From an optimization exercise on the open Yosys and OpenROAD flow, aimed at small area; shortcuts taken in it are not production practice. Only simulation tests tie the RTL to the original design; equivalence was not proved. No activity file was given, so power comes from the tool's default toggle rates.

==> flow/design.v <==
module dkb_xcvr (
    input  wire        clk,
    input  wire        rst,           
    input  wire        start,
    input  wire [2:0]  op,
    output wire        busy,
    input  wire        host_we,
    input  wire [6:0]  host_addr,
    input  wire [15:0] host_wdata,
    output wire [15:0] host_rdata,
    output wire        ie,
    input  wire        line_i,
    output wire        drv_oe,
    output wire        drv_o
);
    localparam [2:0] OP_DELAY     = 3'd0;
    localparam [2:0] OP_TX        = 3'd1;
    localparam [2:0] OP_RX        = 3'd2;
    localparam [2:0] OP_XFER      = 3'd3;
    localparam [2:0] OP_IDENTIFY  = 3'd4;
    localparam [2:0] OP_ORIGINATE = 3'd5;
    localparam [2:0] OP_POLL      = 3'd6;
    localparam [2:0] OP_RESPOND   = 3'd7;
    localparam [3:0] S_IDLE     = 4'd0;
    localparam [3:0] S_DLYS     = 4'd1;
    localparam [3:0] S_LOAD     = 4'd2;
    localparam [3:0] S_CFG      = 4'd3;
    localparam [3:0] S_MASK     = 4'd4;
    localparam [3:0] S_TX       = 4'd5;
    localparam [3:0] S_RX       = 4'd6;
    localparam [3:0] S_CLASSIFY = 4'd7;
    localparam [3:0] S_TURN     = 4'd8;
    localparam [3:0] S_RESTORE  = 4'd9;
    localparam [1:0] RX_WAIT_LOW  = 2'd0;
    localparam [1:0] RX_WAIT_HIGH = 2'd1;
    localparam [1:0] RX_MEASURE   = 2'd2;
    reg [3:0]  seq;
    reg [2:0]  opr;
    reg [1:0]  rxs;
    reg [20:0] cnt;
    reg [3:0]  txidx;        
    reg [7:0]  sh;           
    reg        ie_r;         
    reg [7:0]  arg_n;
    reg [7:0]  arg_max;
    reg        arg_rumble;
    reg [15:0] arg_delay;
    reg [3:0]  res_count;    
    reg        res_ok;
    reg [2:0]  res_code;     
    reg [7:0]  txbuf      [0:2];
    reg [7:0]  rxbuf      [0:9];
    reg [7:0]  status_rec [0:2];
    reg [7:0]  origin_rec [0:9];
    reg [7:0]  report_rec [0:7];
    wire idle    = (seq == S_IDLE);
    wire respond = (opr == OP_RESPOND);
    assign busy = !idle;
    wire session = opr[2] || (opr[1] && opr[0]);
    wire masked  = session && (seq == S_TX || seq == S_RX || seq == S_CLASSIFY ||
                               seq == S_TURN || seq == S_RESTORE);
    assign ie = ie_r && !masked;
    wire z_hi  = (cnt[20:6] == 15'd0);
    wire z6    = (cnt[5:0] == 6'd0);
    wire zero  = z_hi && z6;
    wire one   = z_hi && (cnt[5:1] == 5'd0) && cnt[0];
    reg [2:0] tx_sp;
    always @(*) begin
        if (!respond)         tx_sp = (seq == S_RX) ? 3'd2 : 3'd1;
        else if (res_code == 3'd1) tx_sp = 3'd3;
        else if (res_code == 3'd2) tx_sp = 3'd4;
        else                  tx_sp = 3'd5;
    end
    wire [2:0] r_sp  = idle ? host_addr[6:4] : tx_sp;
    wire [3:0] r_idx = idle ? host_addr[3:0] : txidx;
    wire [5:0]  sp;
    wire [15:0] d16;
    genvar gj;
    generate
        for (gj = 0; gj < 6; gj = gj + 1) begin : g_sp
            assign sp[gj] = (r_sp == gj);
        end
        for (gj = 0; gj < 16; gj = gj + 1) begin : g_d16
            assign d16[gj] = (r_idx == gj);
        end
    endgenerate
    wire [2:0] sel_tx = {3{sp[1]}} & d16[2:0];
    wire [2:0] sel_st = {3{sp[3]}} & d16[2:0];
    wire [9:0] sel_rx = {10{sp[2]}} & d16[9:0];
    wire [9:0] sel_or = {10{sp[4]}} & d16[9:0];
    wire [7:0] sel_rp = {8{sp[5]}} & d16[7:0];
    wire [8:0] sel_rg = {9{sp[0]}} & d16[8:0];
    wire [7:0] rbyte;
    wire rd_n0_0;
    dkb_aoi222 u_rd0_0 (sel_tx[0], txbuf[0][0], sel_tx[1], txbuf[1][0], sel_tx[2], txbuf[2][0], rd_n0_0);
    wire rd_n0_1;
    dkb_aoi222 u_rd0_1 (sel_rx[0], rxbuf[0][0], sel_rx[1], rxbuf[1][0], sel_rx[2], rxbuf[2][0], rd_n0_1);
    wire rd_n0_2;
    dkb_aoi222 u_rd0_2 (sel_rx[3], rxbuf[3][0], sel_rx[4], rxbuf[4][0], sel_rx[5], rxbuf[5][0], rd_n0_2);
    wire rd_n0_3;
    dkb_aoi222 u_rd0_3 (sel_rx[6], rxbuf[6][0], sel_rx[7], rxbuf[7][0], sel_rx[8], rxbuf[8][0], rd_n0_3);
    wire rd_n0_4;
    dkb_aoi222 u_rd0_4 (sel_rx[9], rxbuf[9][0], sel_st[0], status_rec[0][0], sel_st[1], status_rec[1][0], rd_n0_4);
    wire rd_n0_5;
    dkb_aoi222 u_rd0_5 (sel_st[2], status_rec[2][0], sel_or[0], origin_rec[0][0], sel_or[1], origin_rec[1][0], rd_n0_5);
    wire rd_n0_6;
    dkb_aoi222 u_rd0_6 (sel_or[2], origin_rec[2][0], sel_or[3], origin_rec[3][0], sel_or[4], origin_rec[4][0], rd_n0_6);
    wire rd_n0_7;
    dkb_aoi222 u_rd0_7 (sel_or[5], origin_rec[5][0], sel_or[6], origin_rec[6][0], sel_or[7], origin_rec[7][0], rd_n0_7);
    wire rd_n0_8;
    dkb_aoi222 u_rd0_8 (sel_or[8], origin_rec[8][0], sel_or[9], origin_rec[9][0], sel_rp[0], report_rec[0][0], rd_n0_8);
    wire rd_n0_9;
    dkb_aoi222 u_rd0_9 (sel_rp[1], report_rec[1][0], sel_rp[2], report_rec[2][0], sel_rp[3], report_rec[3][0], rd_n0_9);
    wire rd_n0_10;
    dkb_aoi222 u_rd0_10 (sel_rp[4], report_rec[4][0], sel_rp[5], report_rec[5][0], sel_rp[6], report_rec[6][0], rd_n0_10);
    wire rd_n0_11;
    dkb_aoi222 u_rd0_11 (sel_rp[7], report_rec[7][0], sel_rg[1], arg_n[0], sel_rg[2], arg_max[0], rd_n0_11);
    wire rd_n0_12;
    dkb_aoi222 u_rd0_12 (sel_rg[3], arg_rumble, sel_rg[4], arg_delay[0], sel_rg[5], res_count[0], rd_n0_12);
    wire rd_n0_13;
    dkb_aoi222 u_rd0_13 (sel_rg[6], res_ok, sel_rg[7], res_code[0], sel_rg[8], ie_r, rd_n0_13);
    assign rbyte[0] = !(rd_n0_0 & rd_n0_1 & rd_n0_2 & rd_n0_3 & rd_n0_4 & rd_n0_5 & rd_n0_6 & rd_n0_7 & rd_n0_8 & rd_n0_9 & rd_n0_10 & rd_n0_11 & rd_n0_12 & rd_n0_13);
    wire rd_n1_0;
    dkb_aoi222 u_rd1_0 (sel_tx[0], txbuf[0][1], sel_tx[1], txbuf[1][1], sel_tx[2], txbuf[2][1], rd_n1_0);
    wire rd_n1_1;
    dkb_aoi222 u_rd1_1 (sel_rx[0], rxbuf[0][1], sel_rx[1], rxbuf[1][1], sel_rx[2], rxbuf[2][1], rd_n1_1);
    wire rd_n1_2;
    dkb_aoi222 u_rd1_2 (sel_rx[3], rxbuf[3][1], sel_rx[4], rxbuf[4][1], sel_rx[5], rxbuf[5][1], rd_n1_2);
    wire rd_n1_3;
    dkb_aoi222 u_rd1_3 (sel_rx[6], rxbuf[6][1], sel_rx[7], rxbuf[7][1], sel_rx[8], rxbuf[8][1], rd_n1_3);
    wire rd_n1_4;
    dkb_aoi222 u_rd1_4 (sel_rx[9], rxbuf[9][1], sel_st[0], status_rec[0][1], sel_st[1], status_rec[1][1], rd_n1_4);
    wire rd_n1_5;
    dkb_aoi222 u_rd1_5 (sel_st[2], status_rec[2][1], sel_or[0], origin_rec[0][1], sel_or[1], origin_rec[1][1], rd_n1_5);
    wire rd_n1_6;
    dkb_aoi222 u_rd1_6 (sel_or[2], origin_rec[2][1], sel_or[3], origin_rec[3][1], sel_or[4], origin_rec[4][1], rd_n1_6);
    wire rd_n1_7;
    dkb_aoi222 u_rd1_7 (sel_or[5], origin_rec[5][1], sel_or[6], origin_rec[6][1], sel_or[7], origin_rec[7][1], rd_n1_7);
    wire rd_n1_8;
    dkb_aoi222 u_rd1_8 (sel_or[8], origin_rec[8][1], sel_or[9], origin_rec[9][1], sel_rp[0], report_rec[0][1], rd_n1_8);
    wire rd_n1_9;
    dkb_aoi222 u_rd1_9 (sel_rp[1], report_rec[1][1], sel_rp[2], report_rec[2][1], sel_rp[3], report_rec[3][1], rd_n1_9);
    wire rd_n1_10;
    dkb_aoi222 u_rd1_10 (sel_rp[4], report_rec[4][1], sel_rp[5], report_rec[5][1], sel_rp[6], report_rec[6][1], rd_n1_10);
    wire rd_n1_11;
    dkb_aoi222 u_rd1_11 (sel_rp[7], report_rec[7][1], sel_rg[1], arg_n[1], sel_rg[2], arg_max[1], rd_n1_11);
    wire rd_n1_12;
    dkb_aoi222 u_rd1_12 (sel_rg[4], arg_delay[1], sel_rg[5], res_count[1], sel_rg[7], res_code[1], rd_n1_12);
    assign rbyte[1] = !(rd_n1_0 & rd_n1_1 & rd_n1_2 & rd_n1_3 & rd_n1_4 & rd_n1_5 & rd_n1_6 & rd_n1_7 & rd_n1_8 & rd_n1_9 & rd_n1_10 & rd_n1_11 & rd_n1_12);
    wire rd_n2_0;
    dkb_aoi222 u_rd2_0 (sel_tx[0], txbuf[0][2], sel_tx[1], txbuf[1][2], sel_tx[2], txbuf[2][2], rd_n2_0);
    wire rd_n2_1;
    dkb_aoi222 u_rd2_1 (sel_rx[0], rxbuf[0][2], sel_rx[1], rxbuf[1][2], sel_rx[2], rxbuf[2][2], rd_n2_1);
    wire rd_n2_2;
    dkb_aoi222 u_rd2_2 (sel_rx[3], rxbuf[3][2], sel_rx[4], rxbuf[4][2], sel_rx[5], rxbuf[5][2], rd_n2_2);
    wire rd_n2_3;
    dkb_aoi222 u_rd2_3 (sel_rx[6], rxbuf[6][2], sel_rx[7], rxbuf[7][2], sel_rx[8], rxbuf[8][2], rd_n2_3);
    wire rd_n2_4;
    dkb_aoi222 u_rd2_4 (sel_rx[9], rxbuf[9][2], sel_st[0], status_rec[0][2], sel_st[1], status_rec[1][2], rd_n2_4);
    wire rd_n2_5;
    dkb_aoi222 u_rd2_5 (sel_st[2], status_rec[2][2], sel_or[0], origin_rec[0][2], sel_or[1], origin_rec[1][2], rd_n2_5);
    wire rd_n2_6;
    dkb_aoi222 u_rd2_6 (sel_or[2], origin_rec[2][2], sel_or[3], origin_rec[3][2], sel_or[4], origin_rec[4][2], rd_n2_6);
    wire rd_n2_7;
    dkb_aoi222 u_rd2_7 (sel_or[5], origin_rec[5][2], sel_or[6], origin_rec[6][2], sel_or[7], origin_rec[7][2], rd_n2_7);
    wire rd_n2_8;
    dkb_aoi222 u_rd2_8 (sel_or[8], origin_rec[8][2], sel_or[9], origin_rec[9][2], sel_rp[0], report_rec[0][2], rd_n2_8);
    wire rd_n2_9;
    dkb_aoi222 u_rd2_9 (sel_rp[1], report_rec[1][2], sel_rp[2], report_rec[2][2], sel_rp[3], report_rec[3][2], rd_n2_9);
    wire rd_n2_10;
    dkb_aoi222 u_rd2_10 (sel_rp[4], report_rec[4][2], sel_rp[5], report_rec[5][2], sel_rp[6], report_rec[6][2], rd_n2_10);
    wire rd_n2_11;
    dkb_aoi222 u_rd2_11 (sel_rp[7], report_rec[7][2], sel_rg[1], arg_n[2], sel_rg[2], arg_max[2], rd_n2_11);
    wire rd_n2_12;
    dkb_aoi222 u_rd2_12 (sel_rg[4], arg_delay[2], sel_rg[5], res_count[2], sel_rg[7], res_code[2], rd_n2_12);
    assign rbyte[2] = !(rd_n2_0 & rd_n2_1 & rd_n2_2 & rd_n2_3 & rd_n2_4 & rd_n2_5 & rd_n2_6 & rd_n2_7 & rd_n2_8 & rd_n2_9 & rd_n2_10 & rd_n2_11 & rd_n2_12);
    wire rd_n3_0;
    dkb_aoi222 u_rd3_0 (sel_tx[0], txbuf[0][3], sel_tx[1], txbuf[1][3], sel_tx[2], txbuf[2][3], rd_n3_0);
    wire rd_n3_1;
    dkb_aoi222 u_rd3_1 (sel_rx[0], rxbuf[0][3], sel_rx[1], rxbuf[1][3], sel_rx[2], rxbuf[2][3], rd_n3_1);
    wire rd_n3_2;
    dkb_aoi222 u_rd3_2 (sel_rx[3], rxbuf[3][3], sel_rx[4], rxbuf[4][3], sel_rx[5], rxbuf[5][3], rd_n3_2);
    wire rd_n3_3;
    dkb_aoi222 u_rd3_3 (sel_rx[6], rxbuf[6][3], sel_rx[7], rxbuf[7][3], sel_rx[8], rxbuf[8][3], rd_n3_3);
    wire rd_n3_4;
    dkb_aoi222 u_rd3_4 (sel_rx[9], rxbuf[9][3], sel_st[0], status_rec[0][3], sel_st[1], status_rec[1][3], rd_n3_4);
    wire rd_n3_5;
    dkb_aoi222 u_rd3_5 (sel_st[2], status_rec[2][3], sel_or[0], origin_rec[0][3], sel_or[1], origin_rec[1][3], rd_n3_5);
    wire rd_n3_6;
    dkb_aoi222 u_rd3_6 (sel_or[2], origin_rec[2][3], sel_or[3], origin_rec[3][3], sel_or[4], origin_rec[4][3], rd_n3_6);
    wire rd_n3_7;
    dkb_aoi222 u_rd3_7 (sel_or[5], origin_rec[5][3], sel_or[6], origin_rec[6][3], sel_or[7], origin_rec[7][3], rd_n3_7);
    wire rd_n3_8;
    dkb_aoi222 u_rd3_8 (sel_or[8], origin_rec[8][3], sel_or[9], origin_rec[9][3], sel_rp[0], report_rec[0][3], rd_n3_8);
    wire rd_n3_9;
    dkb_aoi222 u_rd3_9 (sel_rp[1], report_rec[1][3], sel_rp[2], report_rec[2][3], sel_rp[3], report_rec[3][3], rd_n3_9);
    wire rd_n3_10;
    dkb_aoi222 u_rd3_10 (sel_rp[4], report_rec[4][3], sel_rp[5], report_rec[5][3], sel_rp[6], report_rec[6][3], rd_n3_10);
    wire rd_n3_11;
    dkb_aoi222 u_rd3_11 (sel_rp[7], report_rec[7][3], sel_rg[1], arg_n[3], sel_rg[2], arg_max[3], rd_n3_11);
    wire rd_n3_12 = !((sel_rg[4] & arg_delay[3]) | (sel_rg[5] & res_count[3]));
    assign rbyte[3] = !(rd_n3_0 & rd_n3_1 & rd_n3_2 & rd_n3_3 & rd_n3_4 & rd_n3_5 & rd_n3_6 & rd_n3_7 & rd_n3_8 & rd_n3_9 & rd_n3_10 & rd_n3_11 & rd_n3_12);
    wire rd_n4_0;
    dkb_aoi222 u_rd4_0 (sel_tx[0], txbuf[0][4], sel_tx[1], txbuf[1][4], sel_tx[2], txbuf[2][4], rd_n4_0);
    wire rd_n4_1;
    dkb_aoi222 u_rd4_1 (sel_rx[0], rxbuf[0][4], sel_rx[1], rxbuf[1][4], sel_rx[2], rxbuf[2][4], rd_n4_1);
    wire rd_n4_2;
    dkb_aoi222 u_rd4_2 (sel_rx[3], rxbuf[3][4], sel_rx[4], rxbuf[4][4], sel_rx[5], rxbuf[5][4], rd_n4_2);
    wire rd_n4_3;
    dkb_aoi222 u_rd4_3 (sel_rx[6], rxbuf[6][4], sel_rx[7], rxbuf[7][4], sel_rx[8], rxbuf[8][4], rd_n4_3);
    wire rd_n4_4;
    dkb_aoi222 u_rd4_4 (sel_rx[9], rxbuf[9][4], sel_st[0], status_rec[0][4], sel_st[1], status_rec[1][4], rd_n4_4);
    wire rd_n4_5;
    dkb_aoi222 u_rd4_5 (sel_st[2], status_rec[2][4], sel_or[0], origin_rec[0][4], sel_or[1], origin_rec[1][4], rd_n4_5);
    wire rd_n4_6;
    dkb_aoi222 u_rd4_6 (sel_or[2], origin_rec[2][4], sel_or[3], origin_rec[3][4], sel_or[4], origin_rec[4][4], rd_n4_6);
    wire rd_n4_7;
    dkb_aoi222 u_rd4_7 (sel_or[5], origin_rec[5][4], sel_or[6], origin_rec[6][4], sel_or[7], origin_rec[7][4], rd_n4_7);
    wire rd_n4_8;
    dkb_aoi222 u_rd4_8 (sel_or[8], origin_rec[8][4], sel_or[9], origin_rec[9][4], sel_rp[0], report_rec[0][4], rd_n4_8);
    wire rd_n4_9;
    dkb_aoi222 u_rd4_9 (sel_rp[1], report_rec[1][4], sel_rp[2], report_rec[2][4], sel_rp[3], report_rec[3][4], rd_n4_9);
    wire rd_n4_10;
    dkb_aoi222 u_rd4_10 (sel_rp[4], report_rec[4][4], sel_rp[5], report_rec[5][4], sel_rp[6], report_rec[6][4], rd_n4_10);
    wire rd_n4_11;
    dkb_aoi222 u_rd4_11 (sel_rp[7], report_rec[7][4], sel_rg[1], arg_n[4], sel_rg[2], arg_max[4], rd_n4_11);
    wire rd_n4_12 = !((sel_rg[4] & arg_delay[4]));
    assign rbyte[4] = !(rd_n4_0 & rd_n4_1 & rd_n4_2 & rd_n4_3 & rd_n4_4 & rd_n4_5 & rd_n4_6 & rd_n4_7 & rd_n4_8 & rd_n4_9 & rd_n4_10 & rd_n4_11 & rd_n4_12);
    wire rd_n5_0;
    dkb_aoi222 u_rd5_0 (sel_tx[0], txbuf[0][5], sel_tx[1], txbuf[1][5], sel_tx[2], txbuf[2][5], rd_n5_0);
    wire rd_n5_1;
    dkb_aoi222 u_rd5_1 (sel_rx[0], rxbuf[0][5], sel_rx[1], rxbuf[1][5], sel_rx[2], rxbuf[2][5], rd_n5_1);
    wire rd_n5_2;
    dkb_aoi222 u_rd5_2 (sel_rx[3], rxbuf[3][5], sel_rx[4], rxbuf[4][5], sel_rx[5], rxbuf[5][5], rd_n5_2);
    wire rd_n5_3;
    dkb_aoi222 u_rd5_3 (sel_rx[6], rxbuf[6][5], sel_rx[7], rxbuf[7][5], sel_rx[8], rxbuf[8][5], rd_n5_3);
    wire rd_n5_4;
    dkb_aoi222 u_rd5_4 (sel_rx[9], rxbuf[9][5], sel_st[0], status_rec[0][5], sel_st[1], status_rec[1][5], rd_n5_4);
    wire rd_n5_5;
    dkb_aoi222 u_rd5_5 (sel_st[2], status_rec[2][5], sel_or[0], origin_rec[0][5], sel_or[1], origin_rec[1][5], rd_n5_5);
    wire rd_n5_6;
    dkb_aoi222 u_rd5_6 (sel_or[2], origin_rec[2][5], sel_or[3], origin_rec[3][5], sel_or[4], origin_rec[4][5], rd_n5_6);
    wire rd_n5_7;
    dkb_aoi222 u_rd5_7 (sel_or[5], origin_rec[5][5], sel_or[6], origin_rec[6][5], sel_or[7], origin_rec[7][5], rd_n5_7);
    wire rd_n5_8;
    dkb_aoi222 u_rd5_8 (sel_or[8], origin_rec[8][5], sel_or[9], origin_rec[9][5], sel_rp[0], report_rec[0][5], rd_n5_8);
    wire rd_n5_9;
    dkb_aoi222 u_rd5_9 (sel_rp[1], report_rec[1][5], sel_rp[2], report_rec[2][5], sel_rp[3], report_rec[3][5], rd_n5_9);
    wire rd_n5_10;
    dkb_aoi222 u_rd5_10 (sel_rp[4], report_rec[4][5], sel_rp[5], report_rec[5][5], sel_rp[6], report_rec[6][5], rd_n5_10);
    wire rd_n5_11;
    dkb_aoi222 u_rd5_11 (sel_rp[7], report_rec[7][5], sel_rg[1], arg_n[5], sel_rg[2], arg_max[5], rd_n5_11);
    wire rd_n5_12 = !((sel_rg[4] & arg_delay[5]));
    assign rbyte[5] = !(rd_n5_0 & rd_n5_1 & rd_n5_2 & rd_n5_3 & rd_n5_4 & rd_n5_5 & rd_n5_6 & rd_n5_7 & rd_n5_8 & rd_n5_9 & rd_n5_10 & rd_n5_11 & rd_n5_12);
    wire rd_n6_0;
    dkb_aoi222 u_rd6_0 (sel_tx[0], txbuf[0][6], sel_tx[1], txbuf[1][6], sel_tx[2], txbuf[2][6], rd_n6_0);
    wire rd_n6_1;
    dkb_aoi222 u_rd6_1 (sel_rx[0], rxbuf[0][6], sel_rx[1], rxbuf[1][6], sel_rx[2], rxbuf[2][6], rd_n6_1);
    wire rd_n6_2;
    dkb_aoi222 u_rd6_2 (sel_rx[3], rxbuf[3][6], sel_rx[4], rxbuf[4][6], sel_rx[5], rxbuf[5][6], rd_n6_2);
    wire rd_n6_3;
    dkb_aoi222 u_rd6_3 (sel_rx[6], rxbuf[6][6], sel_rx[7], rxbuf[7][6], sel_rx[8], rxbuf[8][6], rd_n6_3);
    wire rd_n6_4;
    dkb_aoi222 u_rd6_4 (sel_rx[9], rxbuf[9][6], sel_st[0], status_rec[0][6], sel_st[1], status_rec[1][6], rd_n6_4);
    wire rd_n6_5;
    dkb_aoi222 u_rd6_5 (sel_st[2], status_rec[2][6], sel_or[0], origin_rec[0][6], sel_or[1], origin_rec[1][6], rd_n6_5);
    wire rd_n6_6;
    dkb_aoi222 u_rd6_6 (sel_or[2], origin_rec[2][6], sel_or[3], origin_rec[3][6], sel_or[4], origin_rec[4][6], rd_n6_6);
    wire rd_n6_7;
    dkb_aoi222 u_rd6_7 (sel_or[5], origin_rec[5][6], sel_or[6], origin_rec[6][6], sel_or[7], origin_rec[7][6], rd_n6_7);
    wire rd_n6_8;
    dkb_aoi222 u_rd6_8 (sel_or[8], origin_rec[8][6], sel_or[9], origin_rec[9][6], sel_rp[0], report_rec[0][6], rd_n6_8);
    wire rd_n6_9;
    dkb_aoi222 u_rd6_9 (sel_rp[1], report_rec[1][6], sel_rp[2], report_rec[2][6], sel_rp[3], report_rec[3][6], rd_n6_9);
    wire rd_n6_10;
    dkb_aoi222 u_rd6_10 (sel_rp[4], report_rec[4][6], sel_rp[5], report_rec[5][6], sel_rp[6], report_rec[6][6], rd_n6_10);
    wire rd_n6_11;
    dkb_aoi222 u_rd6_11 (sel_rp[7], report_rec[7][6], sel_rg[1], arg_n[6], sel_rg[2], arg_max[6], rd_n6_11);
    wire rd_n6_12 = !((sel_rg[4] & arg_delay[6]));
    assign rbyte[6] = !(rd_n6_0 & rd_n6_1 & rd_n6_2 & rd_n6_3 & rd_n6_4 & rd_n6_5 & rd_n6_6 & rd_n6_7 & rd_n6_8 & rd_n6_9 & rd_n6_10 & rd_n6_11 & rd_n6_12);
    wire rd_n7_0;
    dkb_aoi222 u_rd7_0 (sel_tx[0], txbuf[0][7], sel_tx[1], txbuf[1][7], sel_tx[2], txbuf[2][7], rd_n7_0);
    wire rd_n7_1;
    dkb_aoi222 u_rd7_1 (sel_rx[0], rxbuf[0][7], sel_rx[1], rxbuf[1][7], sel_rx[2], rxbuf[2][7], rd_n7_1);
    wire rd_n7_2;
    dkb_aoi222 u_rd7_2 (sel_rx[3], rxbuf[3][7], sel_rx[4], rxbuf[4][7], sel_rx[5], rxbuf[5][7], rd_n7_2);
    wire rd_n7_3;
    dkb_aoi222 u_rd7_3 (sel_rx[6], rxbuf[6][7], sel_rx[7], rxbuf[7][7], sel_rx[8], rxbuf[8][7], rd_n7_3);
    wire rd_n7_4;
    dkb_aoi222 u_rd7_4 (sel_rx[9], rxbuf[9][7], sel_st[0], status_rec[0][7], sel_st[1], status_rec[1][7], rd_n7_4);
    wire rd_n7_5;
    dkb_aoi222 u_rd7_5 (sel_st[2], status_rec[2][7], sel_or[0], origin_rec[0][7], sel_or[1], origin_rec[1][7], rd_n7_5);
    wire rd_n7_6;
    dkb_aoi222 u_rd7_6 (sel_or[2], origin_rec[2][7], sel_or[3], origin_rec[3][7], sel_or[4], origin_rec[4][7], rd_n7_6);
    wire rd_n7_7;
    dkb_aoi222 u_rd7_7 (sel_or[5], origin_rec[5][7], sel_or[6], origin_rec[6][7], sel_or[7], origin_rec[7][7], rd_n7_7);
    wire rd_n7_8;
    dkb_aoi222 u_rd7_8 (sel_or[8], origin_rec[8][7], sel_or[9], origin_rec[9][7], sel_rp[0], report_rec[0][7], rd_n7_8);
    wire rd_n7_9;
    dkb_aoi222 u_rd7_9 (sel_rp[1], report_rec[1][7], sel_rp[2], report_rec[2][7], sel_rp[3], report_rec[3][7], rd_n7_9);
    wire rd_n7_10;
    dkb_aoi222 u_rd7_10 (sel_rp[4], report_rec[4][7], sel_rp[5], report_rec[5][7], sel_rp[6], report_rec[6][7], rd_n7_10);
    wire rd_n7_11;
    dkb_aoi222 u_rd7_11 (sel_rp[7], report_rec[7][7], sel_rg[1], arg_n[7], sel_rg[2], arg_max[7], rd_n7_11);
    wire rd_n7_12 = !((sel_rg[4] & arg_delay[7]));
    assign rbyte[7] = !(rd_n7_0 & rd_n7_1 & rd_n7_2 & rd_n7_3 & rd_n7_4 & rd_n7_5 & rd_n7_6 & rd_n7_7 & rd_n7_8 & rd_n7_9 & rd_n7_10 & rd_n7_11 & rd_n7_12);
    assign host_rdata = {{8{sel_rg[4]}} & arg_delay[15:8], rbyte};
    reg [3:0] txlen;
    always @(*) begin
        case (opr)
            OP_TX, OP_XFER: txlen = {2'd0, arg_n[1:0]};
            OP_POLL:        txlen = 4'd3;
            OP_RESPOND:     txlen = (res_code == 3'd1) ? 4'd3 : (res_code == 3'd2) ? 4'd10 : 4'd8;
            default:        txlen = 4'd1;
        endcase
    end
    wire tx_stop = (txidx == txlen);
    wire tx_bit  = tx_stop || rbyte[cnt[8:6]];
    wire tx_low  = tx_bit ? (cnt[5:4] == 2'b11) : (cnt[5:4] != 2'b00);
    assign drv_oe = (seq == S_CFG) || (seq == S_MASK && !respond) || (seq == S_TX);
    assign drv_o  = !(seq == S_TX && tx_low);
    reg [3:0] maxlen;
    always @(*) begin
        case (opr)
            OP_IDENTIFY,
            OP_RESPOND:   maxlen = 4'd3;
            OP_ORIGINATE: maxlen = 4'd10;
            OP_POLL:      maxlen = 4'd8;
            default:      maxlen = arg_max[3:0];
        endcase
    end
    wire [7:0] rx_v     = {sh[6:0], line_i};
    wire [3:0] txidx_inc = txidx + 4'd1;
    wire rx_full   = (txidx_inc == maxlen);
    wire rx_sample = (seq == S_RX) && (rxs == RX_MEASURE) && zero;
    wire rx_store  = rx_sample && sh[7];
    wire rx_wait   = (seq == S_RX) && (rxs != RX_MEASURE);
    wire rx_hit    = line_i == (rxs == RX_WAIT_HIGH);
    wire rx_exit   = (rx_wait && !rx_hit && zero) || (rx_store && rx_full);
    reg [2:0] cls_code;
    always @(*) begin
        if (txidx == 4'd1)      cls_code = (res_code == 3'd1 || res_code == 3'd2) ? res_code : 3'd0;
        else if (txidx == 4'd3) cls_code = res_code;
        else                    cls_code = 3'd0;
    end
    wire n_ok = (arg_n   >= 8'd1) && (arg_n   <= 8'd3);
    wire m_ok = (arg_max >= 8'd1) && (arg_max <= 8'd10);
    reg  start_ok;
    always @(*) begin
        case (op)
            OP_TX:   start_ok = n_ok;
            OP_RX:   start_ok = m_ok;
            OP_XFER: start_ok = n_ok && m_ok;
            default: start_ok = 1'b1;
        endcase
    end
    wire go = idle && start && start_ok;
    wire enter_tx = (go && op == OP_TX) ||
                    (seq == S_MASK && !respond) ||
                    (seq == S_TURN && zero);
    wire tx_end   = (seq == S_TX) && z6 && tx_stop;
    wire enter_rx = (go && op == OP_RX) ||
                    (seq == S_MASK && respond) ||
                    (tx_end && opr != OP_TX && !respond);
    wire hw = idle && host_we;
    wire [3:0] h_idx = host_addr[3:0];
    reg [7:0] wd;
    always @(*) begin
        if (idle)                wd = host_wdata[7:0];
        else if (seq == S_RX)    wd = rx_v;
        else if (seq == S_LOAD)  wd = {1'b0, opr != OP_IDENTIFY, 5'd0, opr == OP_ORIGINATE};
        else if (seq == S_CFG)   wd = 8'h03;
        else                     wd = {7'd0, arg_rumble};
    end
    wire poll = (opr == OP_POLL);
    wire rx_store_buf = rx_store && !respond;
    wire op_wr = (seq == S_LOAD) || ((seq == S_CFG || seq == S_MASK) && poll);
    integer i;
    always @(posedge clk) begin
        for (i = 0; i < 3; i = i + 1) begin
            if ((hw || op_wr) && sel_tx[i])
                txbuf[i] <= wd;
            if (hw && sel_st[i])
                status_rec[i] <= host_wdata[7:0];
        end
        for (i = 0; i < 10; i = i + 1) begin
            if ((hw || rx_store_buf) && sel_rx[i])
                rxbuf[i] <= wd;
            if (hw && sel_or[i])
                origin_rec[i] <= host_wdata[7:0];
        end
        for (i = 0; i < 8; i = i + 1) begin
            if (hw && sel_rp[i])
                report_rec[i] <= host_wdata[7:0];
        end
    end
    always @(posedge clk) begin
        cnt <= cnt - 21'd1;
        if (go && op == OP_DELAY)
            cnt <= {5'd0, arg_delay};
        if (enter_tx)
            cnt <= 21'd0;
        if (enter_rx)
            cnt <= {21{1'b1}};
        if (rx_wait && rx_hit)
            cnt <= (rxs == RX_WAIT_HIGH) ? 21'd127 : 21'd31;
        if (rx_sample && !rx_exit)
            cnt <= 21'd127;
        if (seq == S_CLASSIFY)
            cnt <= 21'd127;
        if (go)
            opr <= op;
        if (enter_tx)
            txidx <= 4'hf;
        else if (enter_rx || go)
            txidx <= 4'd0;
        else if ((seq == S_TX && z6 && cnt[8:6] == 3'd0 && !tx_stop) ||
                 rx_store || seq == S_LOAD || seq == S_CFG)
            txidx <= txidx_inc;
        if (enter_rx) begin
            rxs <= RX_WAIT_LOW;
            sh  <= 8'd1;
        end else if (rx_wait && rx_hit) begin
            rxs <= (rxs == RX_WAIT_HIGH) ? RX_WAIT_LOW : RX_MEASURE;
        end else if (rx_sample) begin
            rxs <= RX_WAIT_HIGH;
            sh  <= sh[7] ? 8'd1 : rx_v;
        end
    end
    always @(posedge clk) begin
        if (rst) begin
            if (masked) ie_r <= 1'b0;
        end else if (hw && sel_rg[8]) begin
            ie_r <= host_wdata[0];
        end
    end
    always @(posedge clk) begin
        if (rst) begin
            seq        <= S_IDLE;
            arg_n      <= 8'd0;
            arg_max    <= 8'd0;
            arg_rumble <= 1'b0;
            arg_delay  <= 16'd0;
            res_count  <= 4'd0;
            res_ok     <= 1'b0;
            res_code   <= 3'd0;
        end else begin
            if (hw) begin
                if (sel_rg[1]) arg_n      <= host_wdata[7:0];
                if (sel_rg[2]) arg_max    <= host_wdata[7:0];
                if (sel_rg[3]) arg_rumble <= host_wdata[0];
                if (sel_rg[4]) arg_delay  <= host_wdata;
            end
            if (enter_rx && !(seq == S_MASK && respond))
                res_count <= 4'd0;
            else if (rx_store_buf)
                res_count <= txidx_inc;
            if (rx_store && respond) begin
                case (txidx[1:0])
                    2'd0:    res_code <= (rx_v == 8'h00) ? 3'd1 :
                                         (rx_v == 8'h41) ? 3'd2 :
                                         (rx_v == 8'h40) ? 3'd3 : 3'd0;
                    2'd1:    res_code <= (res_code == 3'd3 && rx_v == 8'h03) ? 3'd3 : 3'd0;
                    default: res_code <= (res_code == 3'd3) ? 3'd3 + {1'b0, rx_v[1:0]} : 3'd0;
                endcase
            end
            case (seq)
                S_IDLE: begin
                    if (go) begin
                        case (op)
                            OP_DELAY:   if (arg_delay != 16'd0) seq <= S_DLYS;
                            OP_TX:      seq <= S_TX;
                            OP_RX:      seq <= S_RX;
                            OP_XFER:    seq <= S_CFG;
                            OP_RESPOND: seq <= S_MASK;
                            default:    seq <= S_LOAD;
                        endcase
                    end
                end
                S_DLYS:  if (one) seq <= S_IDLE;
                S_LOAD:  seq <= S_CFG;
                S_CFG:   seq <= S_MASK;
                S_MASK: begin
                    seq  <= respond ? S_RX : S_TX;
                end
                S_TX: begin
                    if (tx_end) begin
                        if (opr == OP_TX) seq <= S_IDLE;
                        else if (respond) seq <= S_RESTORE;
                        else              seq <= S_RX;
                    end
                end
                S_RX: begin
                    if (rx_exit) begin
                        if (opr == OP_RX) seq <= S_IDLE;
                        else if (respond) seq <= S_CLASSIFY;
                        else              seq <= S_RESTORE;
                    end
                end
                S_CLASSIFY: begin
                    res_code <= cls_code;
                    seq      <= (cls_code == 3'd0) ? S_RESTORE : S_TURN;
                end
                S_TURN:     if (zero) seq <= S_TX;
                S_RESTORE: begin
                    seq  <= S_IDLE;
                    if (!respond && opr != OP_XFER)
                        res_ok <= (res_count == maxlen);
                end
                default: seq <= S_IDLE;
            endcase
        end
    end
endmodule
module dkb_aoi222 (
    input  wire a1, input wire a2,
    input  wire b1, input wire b2,
    input  wire c1, input wire c2,
    output wire y
);
    assign y = !((a1 && a2) || (b1 && b2) || (c1 && c2));
endmodule
==> flow/flow/run.sh <==
#!/bin/bash
# Standard ORFS layout with three changes that only shrink buffering:
#  - port buffers use the smallest buffer cell (buffer_ports -buffer_cell)
#  - timing-driven global placement does not keep its trial buffers
#    (repair_design after placement still fixes every slew/cap violation)
#  - clock tree synthesis adds no dummy loads
# The synthesis is the standard one, run unchanged first.
set -euo pipefail
bash standard.sh synth > synth.log 2>&1
export BUFFER_PORTS_ARGS="-buffer_cell sky130_fd_sc_hd__buf_1"
export GPL_KEEP_OVERFLOW=0
export CTS_ARGS="-sink_clustering_enable -repair_clock_nets -dont_use_dummy_load -buf_list sky130_fd_sc_hd__clkbuf_4 -sink_clustering_size 9 -sink_clustering_max_diameter 50"
bash standard.sh finish > layout.log 2>&1
==> flow/standard.sh <==
#!/bin/bash
# synth_recipe.tcl (not shown) runs the flow's synth.tcl, then flattens the netlist and writes it again
# the make line also repeats each setting of config.mk as NAME=value (left out here)
make -C /OpenROAD-flow-scripts/flow DESIGN_CONFIG=/design/flow/config.mk WORK_HOME=/design/flow/orfs CLKGATE_MAP_FILE= SYNTH_SCRIPT=/design/flow/synth_recipe.tcl "${@:-finish}"
==> flow/config.mk <==
export PLATFORM = sky130hd
export DESIGN_NAME = dkb_xcvr
export DESIGN_NICKNAME = dkb_xcvr
export VERILOG_FILES = /design/flow/design.v
export SDC_FILE = /design/flow/constraint.sdc
export NUM_CORES = 4
export LEC_CHECK = 0
export CAP_MARGIN = 5
export CORE_MARGIN = 2
export CORE_UTILIZATION = 40
export CTS_BUF_LIST = sky130_fd_sc_hd__clkbuf_4
export CTS_CLUSTER_DIAMETER = 50
export CTS_CLUSTER_SIZE = 9
export SLEW_MARGIN = 5
export SYNTH_HIERARCHICAL = 1
==> flow/constraint.sdc <==
create_clock -name core_clock -period 8.0 [get_ports {clk}]
set_input_delay 1.6000 -clock core_clock [delete_from_list [all_inputs] [get_ports {clk}]]
set_output_delay 1.6000 -clock core_clock [all_outputs]
set_load 0.01 [all_outputs]
==> results.txt <==
Total GRT Usage: 0.221
Core Region: 37500 sq um
Crit path max-delay family: simple AND/OR/NAND/NOR gates
Fin nets: 1296
R2R depth: 7
RePlAce Congestion: 0.928
Top FF cell, synth: edfxtp_1
Clk root buf: clkbuf_4
Vias per cell: 6.23
Worst setup EP type: primary output
Die height: 199 um
Status: finished clean
Hold Vio Cnt, Final: 0
Slew @ Worst Pin: 1.27 ns
Syn Area/Cell: 12.6 sq um
Clock Path Buffers: 3
Final instance area: 16200 sq um
Clock skew: 0.0647 ns
Synth unique cells: 80
Layout cell share with drive strength beyond 1: 0.0693
Total grt overflow: 0
Design Power: 4.52 mW
EDFF count, synth: 276
WP data required: 6.40 ns
Relative slew margins: 0.156
Finished Layout Cells: 1768
Iteration-0 DRC Markers: 1700
CTS clk-pin slew, worst paths: 0.09 ns
Die Area: 39400 sq um
Total CTS buffers: 47
CP Class: reg2out
Crit share post-route: 0.960
Leakage Power: 5.08 nW
Area of the multi-input gates: 4980 sq um
Row count: 71
Placed Cells: 1718
First-pass iteration count of the detailed router: 6
Initial Utilization: 0.404
Remaining DRCs: 0
FF-to-FF Start: opr[2]
Placement-stage worst setup slack: 1.08 ns
Crit path from: opr[2]
Area Growth Syn to Fin: 6.79%
Synth warnings: 17
Setup violators final: 0
Worst path bufs/invs: 1
Hold slack: 0.510 ns
Clock latency on the worst-skew pair: 0.79 ns
Hold crit path type: reg2reg
Vias in the first global route: 10100
RR Endpoint: rxbuf[3][1]
Tmin final: 7.68 ns
Setup crit start kind: register
# hold bufs at CTS: 0
Crit-path max FO: 20
Port Buffers: 50
Cells after synthesis: 1201
Pwr Density: 279 nW/um^2
Critical Path Max Stage Delay: 0.82 ns
Placed Area: 15800 sq um
Critical path depth: 13
Max-capacitance violation count: 0
Fmax: 0.130 GHz
DR vias: 11000
Initial antenna violation count: 2
Slew Limit Fails: 0
Post-cts resize count: 0
Wire per inst: 24.5 um
Worst EP arrival: 6.08 ns
TNS Setup: 0 ns
Ports: 51
DP Wirelength: 29800 um
FF+latch area: 9890 sq um
Register bit total from synthesis: 356
Die X: 199 um
Syn nets: 1240
RSZ-0062 raised after global routing: no
Worst vdd ir: 111 uV
Seq/Total Area, Yosys: 0.653
Final WL: 43400 um
Slowest library cell on the worst path: edfxtp_1
Ys async rst share: 0
Post-CTS Setup Inserts: 0
CTS tree: built
Routed Antenna Nets: 0
Critical path, cell by cell: nand3_1, or4b_2, and3_1, a21o_1, nand2_1, nor2_1, a222oi_1, nand4_1, or3_1, a221o_1, o21a_1, o31a_1, buf_1
Clock Sinks: 356
Post-route setup slack: 0.317 ns
Cell Area, Synth: 15100 sq um
Fill count: 3555
Global-route wire length before repair: 64400 um
Htree depth: 2
Setup crit end: drv_o
Layout Utilization: 0.431
Largest net degree at the start of global routing: 33
R2r setup slk: 3.59 ns
routing by layer:
| layer | vias up | wire [um] | track usage |
|---|---|---|---|
| li1 | 4895 | - | - |
| met1 | 5405 | 18700 | 0.320 |
| met2 | 617 | 19200 | 0.334 |
| met3 | 87 | 4210 | 0.0456 |
| met4 | 2 | 1180 | 0.0674 |
| met5 | - | 13 | 0 |
Yosys stat by module, one instance, submodules excluded:
module	times used	cell area, sq um	flops+latches	cells inside
dkb_aoi222	100	10.0	0	1
dkb_xcvr	1	14100	356	1101
placed cells by master, fill, tap and decap left out, types with 12 or more instances in the layout:
| master | instances |
|---|---|
| xor2_1 | 14 |
| nand4_1 | 28 |
| nor2b_1 | 12 |
| a21oi_1 | 64 |
| nand2_1 | 112 |
| nand3b_1 | 16 |
| o21ai_0 | 27 |
| a222oi_1 | 100 |
| dfxtp_1 | 80 |
| inv_1 | 16 |
| buf_1 | 43 |
| o211ai_1 | 13 |
| edfxtp_1 | 276 |
| mux2i_1 | 21 |
| nor3_1 | 22 |
| nand3_1 | 29 |
| nor2_1 | 145 |
| clkbuf_4 | 47 |
| xnor2_1 | 16 |
registers in the layout, indices dropped and copies added (netlist names), 16 cells and up:
signal and cells:
report_rec 64, cnt 21, rxbuf 80, txbuf 24, origin_rec 80, status_rec 24
arg_delay 16
worst reg2reg max path: stages, from the launching register on:
cell,delay (ns)
edfxtp_1,0.82
nand3_1,0.55
or4b_2,0.76
and3_1,0.22
a21oi_1,0.21
nand2_1,0.34
a21o_1,0.46
nor2_1,0.71
how the worst min path moves through the flow:
| stage | from | endpoint | slack, ns | cells past startpoint |
|---|---|---|---|---|
| floorplan | sh[6] | sh[6] | 0.45 | 2 |
| global placement | arg_delay[11] | arg_delay[11] | 0.48 | 2 |
| detailed placement | arg_delay[11] | arg_delay[11] | 0.49 | 2 |
| CTS | arg_delay[11] | arg_delay[11] | 0.51 | 2 |
| global route | arg_delay[12] | arg_delay[12] | 0.55 | 2 |
| finish | arg_delay[11] | arg_delay[11] | 0.51 | 2 |
kinds of logic (layout without fill, tap and decap cells):
logic type | Yosys count | after routing | share of synthesized area
multiplexers | 22 | 22 | 0.0146
AO/OA/AOI/OAI | 282 | 282 | 0.147
buffers and inverters | 64 | 118 | 0.0195
XOR/XNOR | 30 | 30 | 0.0173
adder cells (fa/ha/maj) | 8 | 8 | 0.00661
other | 0 | 2 | 0
flip-flops | 356 | 356 | 0.653
AND/OR/NAND/NOR | 439 | 439 | 0.142
cell usage after synthesis (all sizes together), types with 4 or more instances:
| library cell | instances | area [sq um] |
|---|---|---|
| xor2 | 14 | 123 |
| nor2b | 13 | 81.3 |
| edfxtp | 276 | 8290 |
| a22o | 5 | 43.8 |
| and3 | 5 | 32.5 |
| a21o | 6 | 45.0 |
| a21oi | 64 | 320 |
| o211ai | 13 | 97.6 |
| clkbuf | 33 | 145 |
| xnor2 | 16 | 140 |
| o31ai | 10 | 88.8 |
| buf | 14 | 80.1 |
| nand4 | 28 | 175 |
| ha | 8 | 100 |
| a211oi | 4 | 30.0 |
| or4 | 10 | 82.6 |
| mux2i | 21 | 210 |
| and2 | 12 | 76.3 |
| nor4 | 14 | 115 |
| dfxtp | 80 | 1600 |
| nand2b | 9 | 56.3 |
| a2111o | 4 | 45.0 |
| nand3b | 16 | 120 |
| o2111ai | 5 | 43.8 |
| a222oi | 100 | 1000 |
| inv | 16 | 60.1 |
| nand3 | 30 | 155 |
| o21ai | 29 | 149 |
| nor3 | 22 | 110 |
| or3 | 6 | 38.8 |
| nand2 | 113 | 427 |
| a31oi | 11 | 75.1 |
| nor2 | 147 | 557 |
power breakdown:
group	internal [mW]	switching, mW	leakage [nW]
combinational	0.414	0.911	1.72
clock	0.269	0.581	0.216
sequential	2.19	0.152	3.14
final cells by class:
| cell class | instances | area share |
|---|---|---|
| flip-flops and latches | 356 | 0.611 |
| multi-input cells | 781 | 0.308 |
| well taps | 511 | 0.0395 |
| clock buffers | 47 | 0.0218 |
| repair buffers | 55 | 0.0155 |
| inverters | 16 | 0.00371 |
| diodes | 2 | 0.000309 |

[what the ideal ports hide]
The results above use ideal ports. As a check the final layout listed here was re-extracted and re-timed, cells and wires unchanged. Step 1 (the two cells are an assumption about what drives the block):
set clk [get_ports {clk}]
set_driving_cell -lib_cell sky130_fd_sc_hd__clkbuf_16 $clk
set_driving_cell -lib_cell sky130_fd_sc_hd__buf_2 [delete_from_list [all_inputs] $clk]
Step 2 adds t to the input delays and takes it off the output delays; t is the mean of the earliest and latest rising clock arrival at the registers after step 1. Input paths then give back, and output paths get back, about the clock's delay inside the block. a / b / c = no drivers / after step 1 / after step 2; a / b = the first two.
t, ns: 0.804
slack for setup (ns): 0.317 / 0.270 / 1.075
slew at the worst register clock pin (ns): 0.11 / 0.11
After both steps this run still meets setup and hold. For this run, drivers alone change the setup slack by -0.047 ns; drivers and shift together by +0.758 ns.
